What follows belongs to an exercise in optimizing a design on an open flow for small area, a short achievable clock period and few clock cycles per item; a production flow would make more cautious choices.
Function was checked by simulation only, so behaviour that the tests miss may differ from the original.
No activity file was given, so power comes from the tool's default toggle rates.

==> flow/design.v <==
module nmea_core (
    input  wire       clk,
    input  wire       rst,
    input  wire       in_valid,
    output wire       in_ready,
    input  wire [9:0] in_beat,
    output reg        out_valid,
    input  wire       out_ready,
    output reg  [9:0] out_beat
);
    localparam [7:0] CAP    = 8'd79;
    localparam [7:0] MINLEN = 8'd7;
    localparam [7:0] CH_LF  = 8'h0A;
    localparam [7:0] CH_CR  = 8'h0D;
    localparam [7:0] CH_DOL = 8'h24;
    localparam [7:0] CH_STR = 8'h2A;
    localparam [7:0] CH_COM = 8'h2C;
    localparam [2:0] S_IN     = 3'd0,   
                     S_END    = 3'd1,   
                     S_SCAN   = 3'd2,   
                     S_CHECK  = 3'd3,   
                     S_HDR    = 3'd4,   
                     S_FIELDS = 3'd5,   
                     S_EOS    = 3'd6;   
    reg [7:0] buf_mem [0:2*CAP-1];
    reg [2:0] state;
    reg [6:0] index;        
    reg [3:0] enabled;
    reg [7:0] slen;         
    reg [7:0] sfirst;       
    reg [7:0] slast;        
    reg       eos_after;    
    reg [7:0]  line_start;
    reg [7:0]  line_len;
    reg [7:0]  pos;
    reg [23:0] code;
    reg [7:0]  xr;           
    reg [7:0]  xr_star;      
    reg        star_found;
    reg [7:0]  star_pos;     
    reg        comma_found;
    reg [7:0]  comma_pos;    
    reg [1:0]  cf_cnt;       
    reg [7:0]  cf_hi, cf_lo;
    reg [1:0]  tag;
    reg [7:0]  fend;         
    assign in_ready = (state == S_IN);
    wire       beat_fire = in_valid && in_ready;
    wire [1:0] bclass    = in_beat[9:8];
    wire [7:0] bbyte     = in_beat[7:0];
    wire [8:0] waddr     = {2'b00, index} + {1'b0, slen};
    wire       wr_ok     = (waddr < 9'd158);
    wire [7:0] raddr     = line_start + pos;
    wire [7:0] rbyte     = buf_mem[raddr];
    wire       fast      = (slen != 8'd0) && (sfirst == CH_DOL) && (slast == CH_CR);
    wire [8:0] new_index = {2'b00, index} + {1'b0, slen};
    function [4:0] hexval;   
        input [7:0] b;
        begin
            if (b >= 8'h30 && b <= 8'h39)      hexval = {1'b1, b[3:0]};
            else if (b >= 8'h41 && b <= 8'h46) hexval = {1'b1, b[3:0] + 4'd9};
            else if (b >= 8'h61 && b <= 8'h66) hexval = {1'b1, b[3:0] + 4'd9};
            else                               hexval = 5'd0;
        end
    endfunction
    function [2:0] lookup;   
        input [23:0] c;
        begin
            case (c)
                24'h474741: lookup = 3'b100;   
                24'h474E53: lookup = 3'b101;   
                24'h475341: lookup = 3'b110;   
                24'h524D43: lookup = 3'b111;   
                default:    lookup = 3'b000;
            endcase
        end
    endfunction
    wire [4:0] hx_hi   = hexval(cf_hi);
    wire [4:0] hx_lo   = hexval(cf_lo);
    wire [7:0] ck      = (star_found && cf_cnt == 2'd2 && hx_hi[4] && hx_lo[4])
                         ? {hx_hi[3:0], hx_lo[3:0]} : 8'h00;
    wire [7:0] pl_xor  = star_found ? xr_star : xr;
    wire [2:0] fmt     = lookup(code);
    wire       comma_ok = comma_found && (!star_found || comma_pos < star_pos)
                          && (comma_pos >= 8'd6);
    wire       emit_ok  = fmt[2] && enabled[fmt[1:0]] && (pl_xor == ck) && comma_ok;
    always @(posedge clk) begin
        if (beat_fire && bclass[1] == 1'b0 && bbyte != CH_LF && wr_ok)
            buf_mem[waddr[7:0]] <= bbyte;
    end
    always @(posedge clk) begin
        if (rst) begin
            state     <= S_IN;
            index     <= 7'd0;
            enabled   <= 4'b1111;
            slen      <= 8'd0;
            eos_after <= 1'b0;
            out_valid <= 1'b0;
            out_beat  <= 10'd0;
        end else begin
            case (state)
                S_IN: begin
                    if (beat_fire) begin
                        if (bclass[1] == 1'b0) begin
                            if (bbyte == CH_LF) begin
                                state     <= S_END;
                                eos_after <= bclass[0];
                            end else begin
                                if (slen == 8'd0) sfirst <= bbyte;
                                slast <= bbyte;
                                if (slen != 8'hFF) slen <= slen + 8'd1;
                                if (bclass[0]) begin
                                    state     <= S_END;
                                    eos_after <= 1'b1;
                                end
                            end
                        end else if (bclass == 2'b10) begin
                            case (bbyte[7:4])
                                4'h1: begin index <= 7'd0; enabled <= 4'b1111; end
                                4'h2: begin index <= 7'd0; enabled <= bbyte[3:0]; end
                                4'h3: begin
                                    state     <= S_EOS;
                                    out_valid <= 1'b1;
                                    out_beat  <= 10'h300;
                                end
                                default: ;
                            endcase
                        end
                    end
                end
                S_END: begin
                    slen <= 8'd0;
                    pos  <= 8'd0;
                    xr          <= 8'h00;
                    xr_star     <= 8'h00;
                    star_found  <= 1'b0;
                    comma_found <= 1'b0;
                    cf_cnt      <= 2'd0;
                    state <= eos_after ? S_EOS : S_IN;
                    if (eos_after) begin
                        out_valid <= 1'b1;
                        out_beat  <= 10'h300;
                    end
                    if (fast) begin
                        if (slen <= CAP && slen >= MINLEN) begin
                            line_start <= {1'b0, index};
                            line_len   <= slen;
                            state      <= S_SCAN;
                            out_valid  <= 1'b0;
                        end
                    end else if (new_index > {1'b0, CAP}) begin
                        index <= 7'd0;                       
                    end else if (slen != 8'd0 && slast == CH_CR) begin
                        index <= 7'd0;                       
                        if (new_index[7:0] >= MINLEN) begin
                            line_start <= 8'd0;
                            line_len   <= new_index[7:0];
                            state      <= S_SCAN;
                            out_valid  <= 1'b0;
                        end
                    end else begin
                        index <= new_index[6:0];             
                    end
                end
                S_SCAN: begin
                    pos <= pos + 8'd1;
                    if (pos >= 8'd3 && pos <= 8'd5)
                        code <= {code[15:0], rbyte};
                    if (pos != 8'd0 && pos != line_len - 8'd1) begin
                        xr <= xr ^ rbyte;
                        if (rbyte == CH_STR) begin
                            star_found <= 1'b1;
                            star_pos   <= pos;
                            xr_star    <= xr;
                            cf_cnt     <= 2'd0;
                        end else if (cf_cnt != 2'd3) begin
                            cf_cnt <= cf_cnt + 2'd1;
                        end
                        cf_hi <= cf_lo;
                        cf_lo <= rbyte;
                        if (rbyte == CH_COM && !comma_found) begin
                            comma_found <= 1'b1;
                            comma_pos   <= pos;
                        end
                    end
                    if (pos == line_len - 8'd1)
                        state <= S_CHECK;
                end
                S_CHECK: begin
                    tag  <= fmt[1:0];
                    fend <= star_found ? star_pos : line_len - 8'd1;
                    pos  <= comma_pos + 8'd1;
                    if (emit_ok) begin
                        state     <= S_HDR;
                        out_valid <= 1'b1;
                        out_beat  <= {2'b10, 6'd0, fmt[1:0]};
                    end else if (eos_after) begin
                        state     <= S_EOS;
                        out_valid <= 1'b1;
                        out_beat  <= 10'h300;
                    end else begin
                        state <= S_IN;
                    end
                end
                S_HDR: begin
                    if (out_ready) begin
                        out_valid <= 1'b0;
                        state     <= S_FIELDS;
                    end
                end
                S_FIELDS: begin
                    if (!out_valid || out_ready) begin
                        if (pos == fend) begin
                            if (eos_after) begin
                                state     <= S_EOS;
                                out_valid <= 1'b1;
                                out_beat  <= 10'h300;
                            end else begin
                                state     <= S_IN;
                                out_valid <= 1'b0;
                            end
                        end else begin
                            out_valid <= 1'b1;
                            out_beat  <= {2'b00, rbyte};
                            pos       <= pos + 8'd1;
                        end
                    end
                end
                S_EOS: begin
                    if (out_ready) begin
                        out_valid <= 1'b0;
                        state     <= S_IN;
                    end
                end
                default: state <= S_IN;
            endcase
        end
    end
endmodule
==> flow/run.sh <==
#!/bin/bash
# synth_recipe.tcl (not shown) runs the flow's synth.tcl, then flattens the netlist and writes it again
# the make line also repeats each setting of config.mk as NAME=value (left out here)
make -C /OpenROAD-flow-scripts/flow DESIGN_CONFIG=/design/flow/config.mk WORK_HOME=/design/flow/orfs CLKGATE_MAP_FILE= SYNTH_SCRIPT=/design/flow/synth_recipe.tcl finish
==> flow/config.mk <==
export PLATFORM = sky130hd
export DESIGN_NAME = nmea_core
export DESIGN_NICKNAME = nmea_core
export VERILOG_FILES = /design/flow/design.v
export SDC_FILE = /design/flow/constraint.sdc
export NUM_CORES = 4
export LEC_CHECK = 0
export CAP_MARGIN = 20
export CORE_MARGIN = 2
export CORE_UTILIZATION = 40
export PLACE_DENSITY = 0.6
export SLEW_MARGIN = 20
==> flow/constraint.sdc <==
create_clock -name core_clock -period 8.0 [get_ports {clk}]
set_input_delay 1.6000 -clock core_clock [delete_from_list [all_inputs] [get_ports {clk}]]
set_output_delay 1.6000 -clock core_clock [all_outputs]
set_load 0.01 [all_outputs]
==> notes.md <==
==> how the worst min path moves through the flow <==
stage / start / end / slack [ps] / cells past startpoint
after floorplan: code[15] / code[23] / 420 / 0
after global placement: code[15] / code[23] / 420 / 0
after detailed placement: code[5] / code[13] / 430 / 0
after CTS: code[5] / code[13] / 450 / 0
after global routing: code[15] / code[23] / 450 / 0
final: code[15] / code[23] / 450 / 0
==> kinds of logic after synthesis <==
group / count (synthesis) / share of synthesized area
mux: 420 / 0.147
xor+xnor: 68 / 0.0104
flops: 1421 / 0.730
compound gates: 277 / 0.0330
fa+ha+maj: 35 / 0.00781
buf+inv: 191 / 0.0174
simple gates: 664 / 0.0545
==> area by class of cell <==
cell class                 count  share of cell area
sequential                  1421               0.648
inverter                      38             0.00218
timing repair buffer          88              0.0139
multi-input combinational   1464               0.226
clock inverter                89              0.0128
tap                         1903              0.0364
clock buffer                 187              0.0615
==> sequential cells by signal, indices dropped and copies added (netlist names), 7 cells and up <==
| signal | flops |
|---|---|
| line_len | 8 |
| slast | 8 |
| star_pos | 8 |
| buf_mem | 1264 |
| out_beat | 10 |
| sfirst | 8 |
| line_start | 7 |
| index | 7 |
| pos | 8 |
| code | 24 |
| xr | 8 |
| cf_lo | 8 |
| fend | 8 |
| comma_pos | 8 |
| slen | 8 |
| xr_star | 8 |
| cf_hi | 8 |
==> stage by stage <==
stage	cell area [sq um]	hold WS [ps]	instances	power (mW)	worst slack (ps)
floorplan	58000	417	3076	11.8	3410
global placement	60500	424	4913	13.7	1910
detailed placement	60500	431	4913	13.7	1820
CTS	65400	447	5189	20.5	1820
global route	65400	447	5190	21.1	1640
finish	65400	446	5190	20.4	1850
==> cells in the mapped netlist, types with 10 or more instances <==
cell	n
a31oi_1	27
or3_1	10
nand4_1	23
mux4_2	326
buf_2	40
buf_6	17
nor2b_1	11
mux2_2	57
nand2b_1	18
ha_1	33
clkbuf_1	68
o21bai_1	11
nor2_1	254
mux2i_1	23
a22oi_1	10
and3_1	39
mux4_1	11
o21ai_0	38
nor3_1	24
o21ai_1	13
nand3_1	68
inv_1	38
xor2_1	27
buf_1	10
edfxtp_1	1387
xnor2_1	40
nand2_1	150
and2_1	14
nor4_1	10
a21oi_1	57
dfxtp_1	34
buf_4	14
o22ai_1	31
==> power by group through the flow <==
stage | sequential (mW) | clock, mW | combinational [mW]
4_1_cts | 8.47 | 6.99 | 5.10
3_3_place_gp | 8.62 | 0 | 5.07
6_report | 8.47 | 6.88 | 5.09
2_1_floorplan | 8.55 | 0 | 3.28
5_1_grt | 8.48 | 7.27 | 5.35
3_5_place_dp | 8.62 | 0 | 5.08
==> routing by layer <==
layer | global-route usage | vias to the layer above | wire length [um] | part of all wire
met5 | 0 | - | 0 | 0
met4 | 0.0623 | 0 | 4040 | 0.028
met3 | 0.0372 | 217 | 10700 | 0.073
met2 | 0.307 | 1214 | 68600 | 0.47
met1 | 0.287 | 15900 | 63000 | 0.43
li1 | - | 12700 | - | -
==> results.py <==
metrics = {
    "critical_path": {
        "cp-start-kind": "flop",
        "worst-path-stages": 13,
        "critPathBufInv": 2,
        "cp-endpoint": "xr_star[0]",
        "rr_startpoint": "pos[0]",
        "worst_ep_required_time_ps": 8400,
        "end_kind": "flop",
        "crit_start": "pos[0]",
        "reg2reg_depth": 13,
        "critical_path_class": "flop to flop",
        "slowest_stage": "fa_4",
        "reg2reg_slack_ps": 1850,
        "arrival_ps": 6540,
        "worst_path_largest_cell_delay_ps": 1290,
        "r2r-end": "xr_star[0]",
        "path_max_fanout": 41,
        "cp_cell_sequence": "ha_4 -> fa_4 -> buf_12 -> mux4_2 -> mux2_2 -> o22ai_1 -> o21ai_0 -> a211oi_1 -> nor3_1 -> buf_4 -> and2b_1 -> nand4_4 -> a21oi_1",
        "cp_top_family": "compound AO/OA/AOI/OAI gates",
    },
    "place": {
        "port_buffers": 25,
        "dp_hpwl_mm": 91.4,
        "routabilityCongestion": 0.849,
    },
    "global_route": {
        "grt.overflow.total": 0,
        "grt_pass1_wl_mm": 214,
        "grt_use_total": 0.199,
        "grt_max_degree": 110,
        "grt_pass1_vias": 30100,
        "antenna_found_initial": 2,
    },
    "run": {
        "max-cap-violations": 0,
    },
    "power_and_ir_drop": {
        "seqPwrFrac": 0.414,
        "power_frac_comb": 0.249,
        "intPower_mw": 14.3,
        "sw_frac_of_total": 0.300,
        "leakagePower_nw": 20.5,
        "pwr_density_cell_mw_per_mm2": 313,
        "p_sw_mw": 6.13,
        "ir_worst_vdd_v": 0.000188,
        "clock_power_share": 0.337,
    },
    "clock_tree": {
        "clkSinkCount": 1421,
        "cts_tree": "built",
        "htreeDepth": 4,
        "clk_root_buffer_cell": "clkbuf_16",
        "post_cts_resized": 0,
        "numCtsBuffers": 149,
        "ctsHoldBuffers": 0,
        "clkTransAtPathRegs_ps": 60,
        "clkLatencyLatePin_ps": 780,
        "cts_buffer_depth": 3,
        "post_cts_buffers": 0,
    },
    "sta": {
        "setup_viol": 0,
        "tns_ps": 0,
        "tightest_slew_ps": 1190,
        "fin_skew_ps": 35.6,
        "finalHoldViolations": 0,
        "max_freq_mhz": 163,
        "period_share": 0.768,
        "max-slew-margin-rel": 0.205,
        "slew_viol_final": 0,
        "rsz0062_at_grt": "false",
        "post-route-min-period_ps": 6150,
    },
    "synthesis": {
        "synth_area_sq_mm": 0.0580,
        "netlist_top_cells_area": "edfxtp_1 72%, mux4_2 13%, nor2_1 1.6%, dfxtp_1 1.2%, mux2_2 1.1%",
        "syn_area_per_cell_sq_um": 18.9,
        "ys_types": 95,
        "ys_seq_area_frac": 0.730,
        "ys_ff_latch": 1421,
        "synth_edf_count": 1387,
        "synthFlopType": "edfxtp_1",
        "synth_nets": 3125,
        "synth_top_area_frac": 0.718,
        "syn_inst": 3076,
        "async_flop_share": 0,
        "yosysWarnings": 1,
        "yosysTopAreaCell": "edfxtp_1",
    },
    "layout": {
        "most-common-layout-cells": "1,387 x edfxtp_1, 326 x mux4_2, 253 x nor2_1",
        "multi_input_area_sq_mm": 0.0148,
        "final_common_cell": "edfxtp_1",
        "nets": 3211,
        "num_antenna_cells": 0,
        "layout-drive-gt1-share": 0.216,
        "fillers": 12100,
        "utilization": 0.455,
        "syn_to_final_growth_pct": 12.7,
        "seqCellArea_sq_mm": 0.0423,
    },
    "floorplan": {
        "die_w_um": 385,
        "die_area_sq_mm": 0.148,
        "start_util": 0.403,
        "ioPinCount": 26,
        "rows": 139,
        "die_h_um": 385,
        "core_sq_mm": 0.144,
    },
    "drt": {
        "drc": 0,
        "drt_iter0_drc": 3344,
        "final_antenna_net_count": 0,
        "vias": 30000,
        "drt_wl_total_mm": 146,
        "first_pass_iters": 5,
        "wl_per_cell_um": 28.2,
        "viasPerCell": 5.78,
    },
    "run_status": {
        "outcome": "finished clean",
    },
    "min_path": {
        "hp-class": "flop to flop",
    },
}
Testbench counts, summed over its fixed seeds: cycles 402,603, bytes 145,071.

[afterwards: timing with drivers on the ports]
The results above use ideal ports. As a check the final layout listed here was re-extracted and re-timed, cells and wires unchanged.
Step 1, drivers: a clkbuf_16 drives clk and a buf_2 each remaining input, both assumed.
Step 2 adds t to the input delays and takes it off the output delays; t is the mean of the earliest and latest rising clock arrival at the registers after step 1. Input paths then give back, and output paths get back, about the clock's delay inside the block.
Three values: no drivers, after step 1, after step 2; two values: the first two.
shift t [ns]: 0.839
setup slack, ns: 1.853 / 1.853 / 1.853
latest minus earliest clock arrival (ns): 0.035 / 0.035
worst data-port slew with drivers (ns): 0.09
After both steps this run still meets setup and hold. The setup slack of this run moves by 0.000 ns with the drivers and by 0.000 ns with both steps.
